From an optimization exercise on the open Yosys and OpenROAD flow, aimed at small area; shortcuts taken in it are not production practice. At most, simulation tests tie the RTL to the original design; equivalence was not proved. No driver is modelled on the clock port, so clocking that relies on it looks cheaper here than on a real chip. Power and IR drop assume default switching activity.

==> exp/delta <==
// bc211_core
module bc211_core (
    input  wire        clk,
    input  wire        rst,
    input  wire [7:0]  cfg_debounce_n,
    input  wire        cfg_notify_en,
    input  wire        tick,
    input  wire        stop,
    input  wire [31:0] now,
    output reg         hid_open,
    input  wire        hid_open_done,
    input  wire        hid_open_ok,
    output reg         hid_close,
    output wire        tx_valid,
    output reg  [7:0]  tx_data,
    output wire        tx_last,
    input  wire        tx_ready,
    input  wire        tx_done,
    input  wire [1:0]  tx_status,
    output wire        rx_req,
    input  wire        rx_valid,
    input  wire [7:0]  rx_data,
    input  wire        rx_timeout,
    output wire [50:0] snap,        
    output wire [5:0]  err,         
    output wire [2:0]  link_sst,
    output wire        link_rc,
    output wire [2:0]  link_bst,
    output wire [5:0]  ev_valid,
    output wire [17:0] ev_prev,
    output wire [17:0] ev_new,
    output wire [31:0] ev_ts,
    output wire [5:0]  nt_valid,
    output wire [17:0] nt_summary
);
==> flow/config.mk <==
export PLATFORM = sky130hd
export DESIGN_NAME = bc211_core
export DESIGN_NICKNAME = bc211_core
export VERILOG_FILES = /design/flow/design.v
export SDC_FILE = /design/flow/constraint.sdc
export NUM_CORES = 4
export LEC_CHECK = 0
export CAP_MARGIN = 0
export CORE_MARGIN = 2
export CORE_UTILIZATION = 80
export CTS_BUF_LIST = sky130_fd_sc_hd__clkbuf_8
export SLEW_MARGIN = 0
==> flow/constraint.sdc <==
create_clock -name core_clock -period 10.0 [get_ports {clk}]
set_input_delay 2.0000 -clock core_clock [delete_from_list [all_inputs] [get_ports {clk}]]
set_output_delay 2.0000 -clock core_clock [all_outputs]
set_load 0.01 [all_outputs]
standard.sh (not shown) runs the stock make flow with config.mk's settings and CLKGATE_MAP_FILE= SYNTH_SCRIPT=/design/flow/synth_recipe.tcl, a recipe that flattens the netlist after the stock synthesis.
==> flow/flow/run.sh <==
#!/bin/bash
# The standard layout with three changes:
#  - synthesis leaves the adders to ABC and maps the logic with an
#    area-oriented ABC script (flow/area.abc); the flip-flops and every other
#    synthesis step are the standard ones (flow/synth_area.tcl);
#  - the port buffers are made from the smallest buffer cell (resizing still
#    upsizes any that timing or slew needs);
#  - the clock tree is two levels of buffers built by flow/clock_tree.tcl
#    before CTS, in place of TritonCTS's H-tree.
set -euo pipefail
here=$PWD
sed "s#SYNTH_SCRIPT=[^ ]*#SYNTH_SCRIPT=$here/flow/synth_area.tcl#" standard.sh > area_standard.sh
grep -q "SYNTH_SCRIPT=$here/flow/synth_area.tcl" area_standard.sh
export AREA_ABC_SCRIPT=$here/flow/area.abc
export BUFFER_PORTS_ARGS="-buffer_cell sky130_fd_sc_hd__buf_1"
export PRE_CTS_TCL=$here/flow/clock_tree.tcl
export CTS_ARGS="-clk_nets clk -dont_use_dummy_load -buf_list sky130_fd_sc_hd__clkbuf_8"
bash area_standard.sh synth > synth.log 2>&1
bash area_standard.sh finish > finish.log 2>&1
==> flow/flow/area.abc <==
strash
dch -f
amap
mfs2
strash
dch -f
amap
mfs2
strash
dch -f
amap
mfs2
strash
dch -f
amap
mfs2
strash
dch -f
amap
topo
==> flow/flow/clock_tree.tcl <==
# Clock tree made before CTS (PRE_CTS_TCL): the clock port drives one root
# buffer, which drives 16 leaf buffers, each placed at the centre of a group
# of about ten flip-flops (the sinks split by recursive bisection along the
# longer side). Every register sees the same two buffers, so the tree is
# balanced; CTS then has no unbuffered clock net left to work on.
proc manual_clock_tree {K cell {root ""}} {
  set block [ord::get_db_block]
  set clknet [$block findNet clk]
  set sinks {}
  foreach it [$clknet getITerms] {
    set inst [$it getInst]
    set m [[$inst getMaster] getName]
    if {[$it isInputSignal] || [[$it getMTerm] getSigType] == "CLOCK" || [[$it getMTerm] getName] == "CLK"} {
      set loc [$inst getLocation]
      lappend sinks [list $it [lindex $loc 0] [lindex $loc 1]]
    }
  }
  # simple recursive bisection into K groups (K a power of two)
  set groups [list $sinks]
  while {[llength $groups] < $K} {
    set ng {}
    foreach g $groups {
      set xs [lmap s $g {lindex $s 1}]; set ys [lmap s $g {lindex $s 2}]
      set dx [expr {[tcl::mathfunc::max {*}$xs] - [tcl::mathfunc::min {*}$xs]}]
      set dy [expr {[tcl::mathfunc::max {*}$ys] - [tcl::mathfunc::min {*}$ys]}]
      set idx [expr {$dx >= $dy ? 1 : 2}]
      set gs [lsort -integer -index $idx $g]
      set h [expr {[llength $gs] / 2}]
      lappend ng [lrange $gs 0 [expr {$h - 1}]] [lrange $gs $h end]
    }
    set groups $ng
  }
  set master [[ord::get_db] findMaster $cell]
  set src $clknet
  if {$root != ""} {
    # one root buffer between the clock port and the cluster buffers
    set sx 0; set sy 0
    foreach s $sinks { incr sx [lindex $s 1]; incr sy [lindex $s 2] }
    set rb [odb::dbInst_create $block [[ord::get_db] findMaster $root] "clkbuf_manual_root"]
    set src [odb::dbNet_create $block "clk_manual_root"]
    $src setSigType CLOCK
    [$rb findITerm A] connect $clknet
    [$rb findITerm X] connect $src
    $rb setLocation [expr {$sx / [llength $sinks]}] [expr {$sy / [llength $sinks]}]
    $rb setPlacementStatus PLACED
  }
  set i 0
  foreach g $groups {
    set sx 0; set sy 0
    foreach s $g { incr sx [lindex $s 1]; incr sy [lindex $s 2] }
    set cx [expr {$sx / [llength $g]}]; set cy [expr {$sy / [llength $g]}]
    set buf [odb::dbInst_create $block $master "clkbuf_manual_$i"]
    set net [odb::dbNet_create $block "clk_manual_$i"]
    $net setSigType CLOCK
    foreach s $g { set it [lindex $s 0]; $it disconnect; $it connect $net }
    [$buf findITerm A] connect $src
    [$buf findITerm X] connect $net
    $buf setLocation $cx $cy
    $buf setPlacementStatus PLACED
    incr i
  }
  puts "manual clock tree: [llength $sinks] sinks in $K clusters of $cell"
}

# after manual_clock_tree: upsize any leaf buffer whose flip-flops see a slow clock edge
proc upsize_slow_leaves {limit bigcell} {
  set_propagated_clock [all_clocks]
  estimate_parasitics -placement
  set n 0
  foreach inst [get_cells clkbuf_manual_*] {
    if {[get_name $inst] == "clkbuf_manual_root"} { continue }
    set out [get_pins -of_objects $inst -filter "direction==output"]
    set net [get_nets -of_objects $out]
    set worst 0
    foreach p [get_pins -of_objects $net -filter "direction==input"] {
      set s [get_property $p slew_max]
      if {$s > $worst} { set worst $s }
    }
    if {$worst > $limit} {
      replace_cell $inst $bigcell
      incr n
    }
    puts "leaf [get_name $inst] worst clock slew $worst"
  }
  puts "upsized $n leaf buffers to $bigcell"
  unset_propagated_clock [all_clocks]
}

manual_clock_tree 16 sky130_fd_sc_hd__clkbuf_4 sky130_fd_sc_hd__clkbuf_16
upsize_slow_leaves 0.110 sky130_fd_sc_hd__clkbuf_8
==> flow/flow/synth_area.tcl <==
# synth_recipe.tcl with two changes: no half/full adder cells are extracted
# (extract_fa), so all the logic goes to ABC, and the technology mapping of
# the logic uses an area-oriented ABC script (flow/area.abc) in place of
# ORFS's speed script. Everything else, including the flip-flop mapping, is
# the standard synthesis.
proc synth {args} { yosys synth -nofsm -noshare {*}$args }
proc abc {args} {
  set i [lsearch -exact $args -script]
  if {$i >= 0} { lset args [expr {$i + 1}] $::env(AREA_ABC_SCRIPT) }
  yosys abc {*}$args
}
proc extract_fa {args} { }
source $::env(SCRIPTS_DIR)/synth.tcl
# left out here: clear keep_hierarchy, flatten, clean up, hide names made inside functions, write 1_2_yosys.v
==> exp/lagoon: changes against exp/delta <==
--- a/flow/design.v
+++ b/flow/design.v
@@ -229,15 +229,16 @@
     wire       post    = (xph == X_POST);
     wire       upd     = act || (wt && ph == 3'd0);
     reg  [5:0] dcm;         
     always @(*)
         for (j = 0; j < 6; j = j + 1)
             dcm[j] = (dec_all[3*j +: 3] != cm[3*j +: 3]);
-    wire [7:0] c0  = sm[ph] ? ring[0] : ~cfg_debounce_n;
-    wire       cmt = dcm[ph] && (c0[7:1] == 7'h7F);
-    wire [7:0] c_nx = c0 + 8'd1;
+    wire [7:0] c0  = sm[ph] ? ring[0] : 8'd0;
+    wire [8:0] n   = {1'b0, c0} + 9'd1;
+    wire       cmt = dcm[ph] && (n >= {1'b0, cfg_debounce_n});
+    wire [7:0] c_nx = dcm[ph] ? n[7:0] : 8'd0;
     wire [5:0] commit_now = post ? cf : 6'd0;
     reg  [5:0] full_now;
     always @(*)
         for (j = 0; j < 6; j = j + 1)
             full_now[j] = (pt[2*j +: 2] == 2'b01);
     assign ev_valid = commit_now;
==> flow/flow/run.sh (replaced) <==
#!/bin/bash
# The standard layout with three changes:
#  - synthesis maps the logic with an area-oriented ABC script (flow/area.abc);
#    the flip-flops and every other synthesis step are the standard ones;
#  - the port buffers are made from the smallest buffer cell (resizing still
#    upsizes any that timing or slew needs);
#  - the clock tree is built without dummy balancing loads.
set -euo pipefail
here=$PWD
sed "s#SYNTH_SCRIPT=[^ ]*#SYNTH_SCRIPT=$here/flow/synth_area.tcl#" standard.sh > area_standard.sh
grep -q "SYNTH_SCRIPT=$here/flow/synth_area.tcl" area_standard.sh
export AREA_ABC_SCRIPT=$here/flow/area.abc
export BUFFER_PORTS_ARGS="-buffer_cell sky130_fd_sc_hd__buf_1"
export CTS_ARGS="-sink_clustering_enable -repair_clock_nets -dont_use_dummy_load -buf_list sky130_fd_sc_hd__clkbuf_8"
bash area_standard.sh synth > synth.log 2>&1
bash area_standard.sh finish > finish.log 2>&1
==> flow/flow/area.abc (replaced) <==
strash
dch -f
amap
mfs2
strash
dch -f
amap
mfs2
strash
dch -f
amap
topo
==> flow/flow/synth_area.tcl (replaced) <==
# synth_recipe.tcl with one change: the technology mapping of the logic uses
# an area-oriented ABC script (flow/area.abc) in place of ORFS's speed script.
# Everything else, including the flip-flop mapping, is the standard synthesis.
proc synth {args} { yosys synth -nofsm -noshare {*}$args }
proc abc {args} {
  set i [lsearch -exact $args -script]
  if {$i >= 0} { lset args [expr {$i + 1}] $::env(AREA_ABC_SCRIPT) }
  yosys abc {*}$args
}
source $::env(SCRIPTS_DIR)/synth.tcl
# left out here: clear keep_hierarchy, flatten, clean up, hide names made inside functions, write 1_2_yosys.v
Settings changed: CAP_MARGIN 0 to 20, CORE_UTILIZATION 80 to 40, SLEW_MARGIN 0 to 20.
removed: flow/flow/clock_tree.tcl
==> run_results.csv <==
group,metric,value,unit
pwr,ir_drop,0.143,mV
finish,num-fill-cells,445,
global_route,grt_start_max_net_pins,40,
run_status,status,"finished clean",
pwr,p_comb,303,uW
sta,finalClockSkew,11.8,ps
finish,sh_seq_area,0.465,
global_route,grt_util_met1,0.459,
synth,ys_seq_area_frac,0.510,
finish,final_cell_count_no_fill,1085,
synth,yosys-top-cells-area,"dfxtp_1, edfxtp_1, buf_4",
placed_design,finalWeightedCongestion,1.11,
sta,worst_hold_slack,334,ps
finish,inverters,109,
worst_setup_path,cp_data_arrival_time,3130,ps
finish,layout-drive-gt1-share,0.0225,
routing,wirelength,19900,um
worst_setup_path,endpoint,"tx_data[5]",
synth,synth.top_cells.by_count,"nor2_1, dfxtp_1, clkinv_1, buf_4, nand2_1",
[end of results for exp/delta]
==> run_results.csv <==
group,metric,value,unit
run_status,status,"finished clean",
worst_setup_path,endpoint,"tx_data[2]",
finish,sh_seq_area,0.421,
synth,synth-edff-count,38,
synth,synth.top_cells.by_count,"nor2_1, clkinv_1, dfxtp_1, buf_4, nand2_1",
finish,final_cell_count_no_fill,1270,
pwr,ir_drop,0.110,mV
pwr,p_comb,227,uW
synth,ys_seq_area_frac,0.471,
global_route,grt_start_max_net_pins,37,
finish,inverters,126,
routing,wirelength,19200,um
finish,layout-drive-gt1-share,0.0212,
worst_setup_path,cp_data_arrival_time,2780,ps
sta,worst_hold_slack,303,ps
finish,num-fill-cells,1863,
synth,yosys-top-cells-area,"dfxtp_1, edfxtp_1, buf_4",
global_route,grt_util_met1,0.248,
[end of results for exp/lagoon]


==> run a <==
bc211_core, a different RTL version from the one above (not shown whole).
// bc211_core
module bc211_core (
    input  wire        clk,
    input  wire        rst,
    input  wire [7:0]  cfg_debounce_n,
    input  wire        cfg_notify_en,
    input  wire        tick,
    input  wire        stop,
    input  wire [31:0] now,
    output reg         hid_open,
    input  wire        hid_open_done,
    input  wire        hid_open_ok,
    output reg         hid_close,
    output wire        tx_valid,
    output reg  [7:0]  tx_data,
    output wire        tx_last,
    input  wire        tx_ready,
    input  wire        tx_done,
    input  wire [1:0]  tx_status,
    output reg         rx_req,
    input  wire        rx_valid,
    input  wire [7:0]  rx_data,
    input  wire        rx_timeout,
    output wire [50:0] snap,        
    output wire [5:0]  err,         
    output wire [2:0]  link_sst,
    output wire        link_rc,
    output wire [2:0]  link_bst,
    output wire [5:0]  ev_valid,
    output wire [17:0] ev_prev,
    output wire [17:0] ev_new,
    output wire [31:0] ev_ts,
    output wire [5:0]  nt_valid,
    output wire [17:0] nt_summary
);
    localparam [5:0]  STATUS_POLL_MAX = 6'd50;
    localparam [2:0] S_OPEN = 3'd0, S_CONFIG = 3'd1, S_INIT_DIR = 3'd2, S_INIT_PU = 3'd3,
                     S_IDLE = 3'd4, S_READ = 3'd5, S_DEAD = 3'd6, S_OFF = 3'd7;
    localparam [2:0] B_CLOSED = 3'd0, B_IDLE = 3'd1, B_CMD = 3'd2, B_STAT = 3'd3, B_DATA = 3'd4;
    localparam [2:0] X_NONE = 3'd0, X_LOAD = 3'd1, X_SEND = 3'd2, X_SWAIT = 3'd3,
                     X_RWAIT = 3'd4, X_CLASS = 3'd5, X_POST = 3'd6;
    localparam [2:0] O_OK = 3'd0, O_LEN = 3'd1, O_TIMEOUT = 3'd2, O_BUSY = 3'd3, O_NACK = 3'd4,
                     O_IOERR = 3'd5, O_BADSIZE = 3'd6;
  ...
export LEC_CHECK = 0
export CAP_MARGIN = 20
export CORE_MARGIN = 2
export CORE_UTILIZATION = 40
export CTS_BUF_LIST = sky130_fd_sc_hd__clkbuf_2 sky130_fd_sc_hd__clkbuf_4 sky130_fd_sc_hd__clkbuf_8
export SLEW_MARGIN = 20
create_clock -name core_clock -period 10.0 [get_ports {clk}]
==> flow/flow/run.sh <==
#!/bin/bash
# Standard layout, with the port buffers made from the smallest buffer cell
# (resizing still upsizes any that timing or slew needs).
set -euo pipefail
bash standard.sh synth > synth.log 2>&1
export BUFFER_PORTS_ARGS="-buffer_cell sky130_fd_sc_hd__buf_1"
bash standard.sh finish > finish.log 2>&1
==> inputs of run b, as changes to run a <==
CTS_BUF_LIST = sky130_fd_sc_hd__clkbuf_8   (was sky130_fd_sc_hd__clkbuf_2 sky130_fd_sc_hd__clkbuf_4 sky130_fd_sc_hd__clkbuf_8)
==> results.cfg <==
[pwr]
seq_power_share_pct = 49.5
comb_cell_power_mw = 0.323
p_per_area_nw_per_um2 = 168
peakVddDrop_v = 0.0000928
power_switching_mw = 0.513

[sta]
hold_slack_ps = 323
period_needed_ps = 4620
fmax_ghz = 0.216
finalCritPeriodShare_pct = 46.2
relSlewSlack_pct = 33.3

[drt]
wl_per_cell_um = 15.2

[layout]
final_area_um2 = 9600
final_util_pct = 45.5
sh_seq_area_pct = 38.4

[status]
status = finished clean
the above is filed under run a

==> results.cfg <==
[drt]
wl_per_cell_um = 15.2

[pwr]
comb_cell_power_mw = 0.322
p_per_area_nw_per_um2 = 168

[layout]
sh_seq_area_pct = 38.4
final_util_pct = 45.5
final_area_um2 = 9600

[sta]
fmax_ghz = 0.216
hold_slack_ps = 319
relSlewSlack_pct = 32.7

[status]
status = finished clean
the above is filed under run b

No functional check of the RTL was part of any run of this note.

## separate check: timing with driven ports
The results above use ideal ports. As a check the final layouts listed here were re-extracted and re-timed, cells and wires unchanged.
Step 1 assumes that a clkbuf_16 drives the clock port and a buf_2 every other input.
Step 2, shift: input delay + t, output delay - t, t = (earliest + latest rising clock arrival at the registers) / 2. This alone moves slack from input paths to output paths.
a / b / c = ideal / step 1 / step 2; a / b = the first two.
| run | t, ns | setup slack, ns | slew at the worst register clock pin (ns) |
|---|---|---|---|
| exp/delta | 0.419 | 4.872 / 4.831 / 4.627 | 0.11 / 0.11 |
| exp/lagoon | 0.479 | 5.225 / 5.184 / 5.339 | 0.10 / 0.10 |
| run a | 0.475 | 5.378 / 5.341 / 5.449 | 0.10 / 0.10 |
| run b | 0.476 | 5.375 / 5.339 / 5.449 | 0.10 / 0.10 |
After both steps setup and hold are still met in every run listed. For exp/delta, which loses most, drivers alone change the setup slack by -0.041 ns; drivers and shift together by -0.245 ns.
